What follows belongs to an exercise in optimizing a design on an open flow for small area; a production flow would make more cautious choices. At most, simulation tests tie the RTL to the original design; equivalence was not proved. Power is estimated from default activity; no workload was simulated.

==> flow/design.v (excerpt) <==
module msop_core (
    input  wire        clk,
    input  wire        rst,
    output wire [7:0]  imem_addr,
    input  wire [63:0] imem_data,
    output wire        dmem_re,
    output wire        dmem_we,
    output wire [7:0]  dmem_addr,
    output wire [31:0] dmem_wdata,
    input  wire [31:0] dmem_rdata,
    output wire        halted,
    output wire        aborted,
    output wire [1:0]  abort_cause,
    input  wire [3:0]  dbg_sel,
    output wire [31:0] dbg_val
);
For scale: about 1600 cells after synthesis, about 18000 um2 of cells after synthesis.
export LEC_CHECK = 0
export CAP_MARGIN = 20
export CORE_MARGIN = 2
export CORE_UTILIZATION = 40
export PLACE_DENSITY = 0.6
export SLEW_MARGIN = 20
create_clock -name core_clock -period 13.0 [get_ports {clk}]
standard.sh (not shown) runs the stock make flow with config.mk's settings and CLKGATE_MAP_FILE= SYNTH_SCRIPT=/design/flow/synth_recipe.tcl, a recipe that flattens the netlist after the stock synthesis.
==> flow/flow/run.sh <==
#!/bin/bash
# Own layout flow: the standard flow (standard.sh: ORFS with the standard flow's
# synthesis script, floorplan, power grid, placement and routing) with three
# changes, none of which touches the registers or the constraints:
#  - ABC maps the logic with an area-oriented script (flow/abc_map.script)
#    in place of ORFS's delay-oriented one; ORFS's scripts are copied here
#    and only abc_speed.script is replaced;
#  - each port gets the smallest buffer, buf_1, instead of the default one;
#  - the clock tree uses larger sink clusters and no dummy loads.
# The make output goes to flow.log here; ORFS keeps each step's log under orfs/logs.
set -euo pipefail
rm -rf scripts
cp -r "$FLOW_HOME/scripts" scripts
cp flow/abc_map.script scripts/abc_speed.script
export SCRIPTS_DIR="$PWD/scripts"
export BUFFER_PORTS_ARGS="-buffer_cell sky130_fd_sc_hd__buf_1"
export CTS_ARGS="-sink_clustering_enable -repair_clock_nets -dont_use_dummy_load -sink_clustering_size 28 -sink_clustering_max_diameter 100"
bash standard.sh finish > flow.log 2>&1
==> flow/flow/abc_map.script <==
strash
dc2
dch -f
amap -F 4 -A 10
topo
The starting point passed the timing, DRC and antenna checks.
Next try:
CORE_UTILIZATION = 55   (was 40)
PLACE_DENSITY = 0.7   (was 0.6)
=>
- via count rises by about 0.4%
- worst setup slack improved by 0.076 ns
- die area falls by 27%
- wire length came out lower by 6.0%
- combinational power is lower by about 3%
- synthesized area stays the same
- clock-buffer cell count stays the same
No run of this note included a check of the RTL's function; only the layout flow was run.


The RTL this note starts from:
==> flow/design.v <==
module msop_core (
    input  wire        clk,
    input  wire        rst,
    output wire [7:0]  imem_addr,
    input  wire [63:0] imem_data,
    output wire        dmem_re,
    output wire        dmem_we,
    output wire [7:0]  dmem_addr,
    output wire [31:0] dmem_wdata,
    input  wire [31:0] dmem_rdata,
    output wire        halted,
    output wire        aborted,
    output wire [1:0]  abort_cause,
    input  wire [3:0]  dbg_sel,
    output wire [31:0] dbg_val
);
    localparam ST_CLR  = 4'd0;    
    localparam ST_FET  = 4'd1;    
    localparam ST_PC   = 4'd2;    
    localparam ST_PB   = 4'd3;    
    localparam ST_IT   = 4'd4;    
    localparam ST_MV   = 4'd5;    
    localparam ST_PA   = 4'd6;    
    localparam ST_LDW  = 4'd7;    
    localparam ST_HALT = 4'd8;
    localparam ST_ABT1 = 4'd9;    
    localparam ST_ABT2 = 4'd10;   
    reg  [3:0]   state;
    reg  [7:0]   pc;
    reg  [3:0]   k;
    reg  [511:0] ring;
    reg  [31:0]  A, B, Y;
    reg          lap;
    reg          first;
    reg          qn;
    wire [31:0] R = ring[511:480];
    wire [4:0]  op  = imem_data[63:59];
    wire [3:0]  fa  = imem_data[57:54];
    wire [3:0]  fb  = imem_data[52:49];
    wire [3:0]  fc  = imem_data[47:44];
    wire [31:0] imm = imem_data[31:0];
    wire is_ar   = ~op[4] & ~op[3];               
    wire is_mul  = is_ar & (op[1:0] == 2'd0);
    wire is_div  = is_ar & (op[1:0] == 2'd3);
    wire is_md   = is_mul | is_div;
    wire is_sub  = is_ar & (op[1:0] == 2'd2);
    wire is_mem  = (op[4:2] == 3'b010);           
    wire is_ld   = is_mem & ~op[0];
    wire is_st   = is_mem & op[0];
    wire is_set  = (op == 5'd12);
    wire is_br   = (op >= 5'd13) && (op <= 5'd17);
    wire is_ret  = (op == 5'd18);
    wire is_wr   = is_ar | is_set;                
    wire regform = is_mem ? op[1] : (is_ar & op[2]);
    wire [3:0] kn = k - 4'd1;
    wire mk_a  = (k == fa);
    wire mk_a1 = (kn == fa);
    wire mk_b  = (k == fb);
    wire mk_c  = (k == fc);
    reg        xa1, xa2, s_in;
    reg        selR, selY, selI, inv, cin;
    reg        bload, yload, wen, wrd;
    wire [31:0] XA  = (A & {32{xa1}}) | ({A[30:0], 1'b0} & {32{xa2}}) | {31'd0, s_in};
    wire [31:0] XB  = ((R & {32{selR}}) | (Y & {32{selY}}) | (imm & {32{selI}})) ^ {32{inv}};
    wire [16:0] cl;
    wire [16:0] ch;
    wire [15:0] u;
    wire [16:0] t;
    wire [31:0] S;
    assign cl[0] = cin;
    assign ch[0] = 1'b0;
    assign t[0]  = 1'b1;
    genvar gi;
    generate
        for (gi = 0; gi < 16; gi = gi + 1) begin : g_add
            assign S[gi]    = XA[gi] ^ XB[gi] ^ cl[gi];
            assign cl[gi+1] = (XA[gi] & XB[gi]) | (cl[gi] & (XA[gi] ^ XB[gi]));
            assign u[gi]    = XA[gi+16] ^ XB[gi+16] ^ ch[gi];
            assign ch[gi+1] = (XA[gi+16] & XB[gi+16]) | (ch[gi] & (XA[gi+16] ^ XB[gi+16]));
            assign t[gi+1]  = t[gi] & u[gi];
            assign S[gi+16] = u[gi] ^ (cl[16] & t[gi]);
        end
    endgenerate
    wire s_hz = ~|S[31:10];
    wire s_z  = s_hz & ~|S[9:0];
    wire s_n  = S[31];
    reg taken;
    always @(*) begin
        case (op[2:0])
            3'd5: taken = s_z;              
            3'd6: taken = ~s_n;             
            3'd7: taken = s_n | s_z;        
            3'd0: taken = ~s_n & ~s_z;      
            default: taken = s_n;           
        endcase
    end
    wire [7:0] target = imm[31] ? 8'd0 : imm[9:2];
    reg [3:0] nstate;
    reg       pc_adv;
    reg       re, we;
    wire dsub = ~((A[31] & ~first) ^ Y[31]);
    always @(*) begin
        xa1 = 1'b1; xa2 = 1'b0; s_in = 1'b0;
        selR = 1'b0; selY = 1'b0; selI = 1'b0; inv = 1'b0; cin = 1'b0;
        bload = 1'b0; yload = 1'b0; wen = 1'b0; wrd = 1'b0;
        nstate = state; pc_adv = 1'b0; re = 1'b0; we = 1'b0;
        case (state)
            ST_CLR: begin
                xa1 = 1'b0; wen = 1'b1;
                if (k == 4'd0) nstate = ST_FET;
            end
            ST_FET: nstate = ST_PC;
            ST_PC: begin
                if (is_ret) nstate = ST_HALT;
                else if (mk_c) begin
                    xa1 = 1'b0; selR = regform; selI = ~regform;
                    inv = is_sub; cin = is_sub;
                    yload = 1'b1;
                    nstate = (is_div & s_z) ? ST_ABT1 : ST_PB;
                end
            end
            ST_PB: begin
                if (mk_b) begin
                    selR = 1'b1;
                    if (is_md) begin
                        xa1 = 1'b0;
                        inv = is_div & R[31]; cin = is_div & R[31];
                        bload = 1'b1;
                        nstate = ST_IT;
                    end else begin
                        selR = ~(is_set | is_br);
                        nstate = (is_mem & ~s_hz) ? ST_ABT2 : ST_PA;
                    end
                end
            end
            ST_IT: begin
                xa1 = 1'b0; xa2 = ~first;
                if (is_div) begin
                    s_in = B[31];
                    selY = 1'b1; inv = dsub; cin = dsub;
                end else begin
                    selY = B[31];
                end
                if (mk_b && lap) nstate = is_div ? ST_MV : ST_PA;
            end
            ST_MV: begin
                xa1 = 1'b0; xa2 = 1'b1; s_in = B[31] ^ qn;
                if (mk_b && lap) nstate = ST_PA;
            end
            ST_PA: begin
                if (is_ld) begin
                    if (mk_a1) begin re = 1'b1; nstate = ST_LDW; end
                end else if (mk_a) begin
                    pc_adv = 1'b1; nstate = ST_FET;
                    if (is_st) we = 1'b1;
                    if (is_br) begin xa1 = 1'b0; selR = 1'b1; end
                    if (is_wr) begin cin = is_div & qn; wen = 1'b1; end
                end
            end
            ST_LDW: begin
                wen = 1'b1; wrd = 1'b1; pc_adv = 1'b1; nstate = ST_FET;
            end
            default: ;
        endcase
    end
    always @(posedge clk) begin
        ring <= {ring[479:0], wen ? (wrd ? dmem_rdata : S) : R};
        A <= S;
        B <= bload ? S : {B[30:0], ~S[31]};
        if (yload) Y <= S;
        if (state == ST_PC) qn <= S[31];
        else if (state == ST_PB && mk_b) qn <= qn ^ R[31];
        first <= (state == ST_PB);
        if (state != ST_IT && state != ST_MV) lap <= 1'b0;
        else if (mk_b) lap <= ~lap;
        if (rst) begin
            state <= ST_CLR;
            pc    <= 8'd0;
            k     <= 4'd15;
        end else begin
            state <= nstate;
            k     <= kn;
            if (pc_adv) pc <= (is_br & taken) ? target : pc + 8'd1;
        end
    end
    assign imem_addr   = pc;
    assign dmem_re     = re;
    assign dmem_we     = we;
    assign dmem_addr   = A[9:2];
    assign dmem_wdata  = R;
    assign halted      = (state == ST_HALT);
    assign aborted     = (state == ST_ABT1) || (state == ST_ABT2);
    assign abort_cause = {state == ST_ABT2, state == ST_ABT1};
    wire [3:0] pos = dbg_sel + ~k;
    reg  [31:0] dv;
    integer i;
    always @(*) begin
        dv = 32'd0;
        for (i = 0; i < 16; i = i + 1)
            dv = dv | (ring[i*32 +: 32] & {32{pos == i[3:0]}});
    end
    assign dbg_val = dv;
endmodule
==> flow/config.mk <==
export PLATFORM = sky130hd
export DESIGN_NAME = msop_core
export DESIGN_NICKNAME = msop_core
export VERILOG_FILES = /design/flow/design.v
export SDC_FILE = /design/flow/constraint.sdc
export NUM_CORES = 4
export LEC_CHECK = 0
export CAP_MARGIN = 20
export CORE_MARGIN = 2
export CORE_UTILIZATION = 40
export PLACE_DENSITY = 0.6
export SLEW_MARGIN = 20
==> flow/constraint.sdc <==
create_clock -name core_clock -period 13.0 [get_ports {clk}]
set_input_delay 2.6000 -clock core_clock [delete_from_list [all_inputs] [get_ports {clk}]]
set_output_delay 2.6000 -clock core_clock [all_outputs]
set_load 0.01 [all_outputs]
==> flow/flow/run.sh <==
#!/bin/bash
# Own layout flow: the standard flow (standard.sh: the standard synthesis,
# floorplan, power grid, placement and routing) with two changes:
#  - each port gets the smallest buffer, buf_1, instead of the default one;
#  - the clock tree uses larger sink clusters and no dummy loads.
# The make output goes to flow.log here; ORFS keeps each step's log under orfs/logs.
set -euo pipefail
export BUFFER_PORTS_ARGS="-buffer_cell sky130_fd_sc_hd__buf_1"
export CTS_ARGS="-sink_clustering_enable -repair_clock_nets -dont_use_dummy_load -sink_clustering_size 28 -sink_clustering_max_diameter 100"
bash standard.sh finish > flow.log 2>&1
The baseline went through all stages and came out clean.
Change:
==> flow/flow/run.sh (replaced) <==
#!/bin/bash
# Own layout flow: the standard flow (standard.sh: ORFS with the standard flow's
# synthesis script, floorplan, power grid, placement and routing) with three
# changes, none of which touches the registers or the constraints:
#  - ABC maps the logic with an area-oriented script (flow/abc_map.script)
#    in place of ORFS's delay-oriented one; ORFS's scripts are copied here
#    and only abc_speed.script is replaced;
#  - each port gets the smallest buffer, buf_1, instead of the default one;
#  - the clock tree uses larger sink clusters and no dummy loads.
# The make output goes to flow.log here; ORFS keeps each step's log under orfs/logs.
set -euo pipefail
rm -rf scripts
cp -r "$FLOW_HOME/scripts" scripts
cp flow/abc_map.script scripts/abc_speed.script
export SCRIPTS_DIR="$PWD/scripts"
export BUFFER_PORTS_ARGS="-buffer_cell sky130_fd_sc_hd__buf_1"
export CTS_ARGS="-sink_clustering_enable -repair_clock_nets -dont_use_dummy_load -sink_clustering_size 28 -sink_clustering_max_diameter 100"
bash standard.sh finish > flow.log 2>&1
==> flow/flow/abc_map.script (new file) <==
strash
dc2
dch -f
amap
topo
The new run completed with no timing, DRC or antenna violations; clock skew grows by 0.012 ns; via count hardly moves; core utilization grows by 2.3 points; register-to-register slack gets worse by 0.04 ns; routed wire length shrinks by 1.3%; final cell count shrinks by about 1.2%.
Change:
==> flow/run.sh (new file) <==
#!/bin/bash
# synth_recipe.tcl (not shown) runs the flow's synth.tcl, then flattens the netlist and writes it again
# the make line also repeats each setting of config.mk as NAME=value (left out here)
make -C /OpenROAD-flow-scripts/flow DESIGN_CONFIG=/design/flow/config.mk WORK_HOME=/design/flow/orfs CLKGATE_MAP_FILE= SYNTH_SCRIPT=/design/flow/synth_recipe.tcl finish
removed: flow/flow/run.sh
removed: flow/flow/abc_map.script
removed: flow/standard.sh
After rerunning:
- cell area rose by roughly a tenth
- setup slack is better by 0.13 ns
- clock skew shrinks by 0.035 ns
- power rises by well over a third
- final cell count grows by a few percent
- clock power rises by well over a third
- hold slack is better by 0.052 ns
- register-to-register slack gains 0.23 ns
- sequential cell count stays the same
- critical path depth decreases by 4
- routed wire length grows by a few percent

-- port drivers added, routing unchanged --
Ports are ideal in the flow. The routed layouts listed here were re-timed in OpenROAD.
Step 1: set_driving_cell puts a clkbuf_16 on clk and a buf_2 on each other input, an assumption about the parent block.
Step 2 adds t to the input delays and takes it off the output delays; t is the mean of the earliest and latest rising clock arrival at the registers after step 1. Input paths then give back, and output paths get back, about the clock's delay inside the block.
Slacks: ideal ports / drivers / drivers and shift; pairs: ideal ports / drivers.
run | shift t [ns] | slack for setup (ns) | slew at the worst register clock pin (ns) | pins driven straight from the clock port
the first run of note 1 | 0.617 | 1.889 / 1.908 / 1.291 | 0.11 / 0.11 | 1
the second run of note 1 | 0.611 | 1.964 / 1.995 / 1.383 | 0.11 / 0.11 | 1
the first run of note 2 | 0.619 | 0.306 / 0.340 / -0.280 | 0.11 / 0.11 | 1
the second run of note 2 | 0.634 | 0.192 / 0.210 / -0.424 | 0.11 / 0.11 | 1
the third run of note 2 | 0.673 | 0.323 / 0.357 / -0.315 | 0.07 / 0.07 | 1
Met with ideal ports but missed after step 2: setup timing in the first run of note 2, the second run of note 2 and the third run of note 2. For the third run of note 2, which loses most, drivers alone change the setup slack by +0.034 ns; drivers and shift together by -0.638 ns.
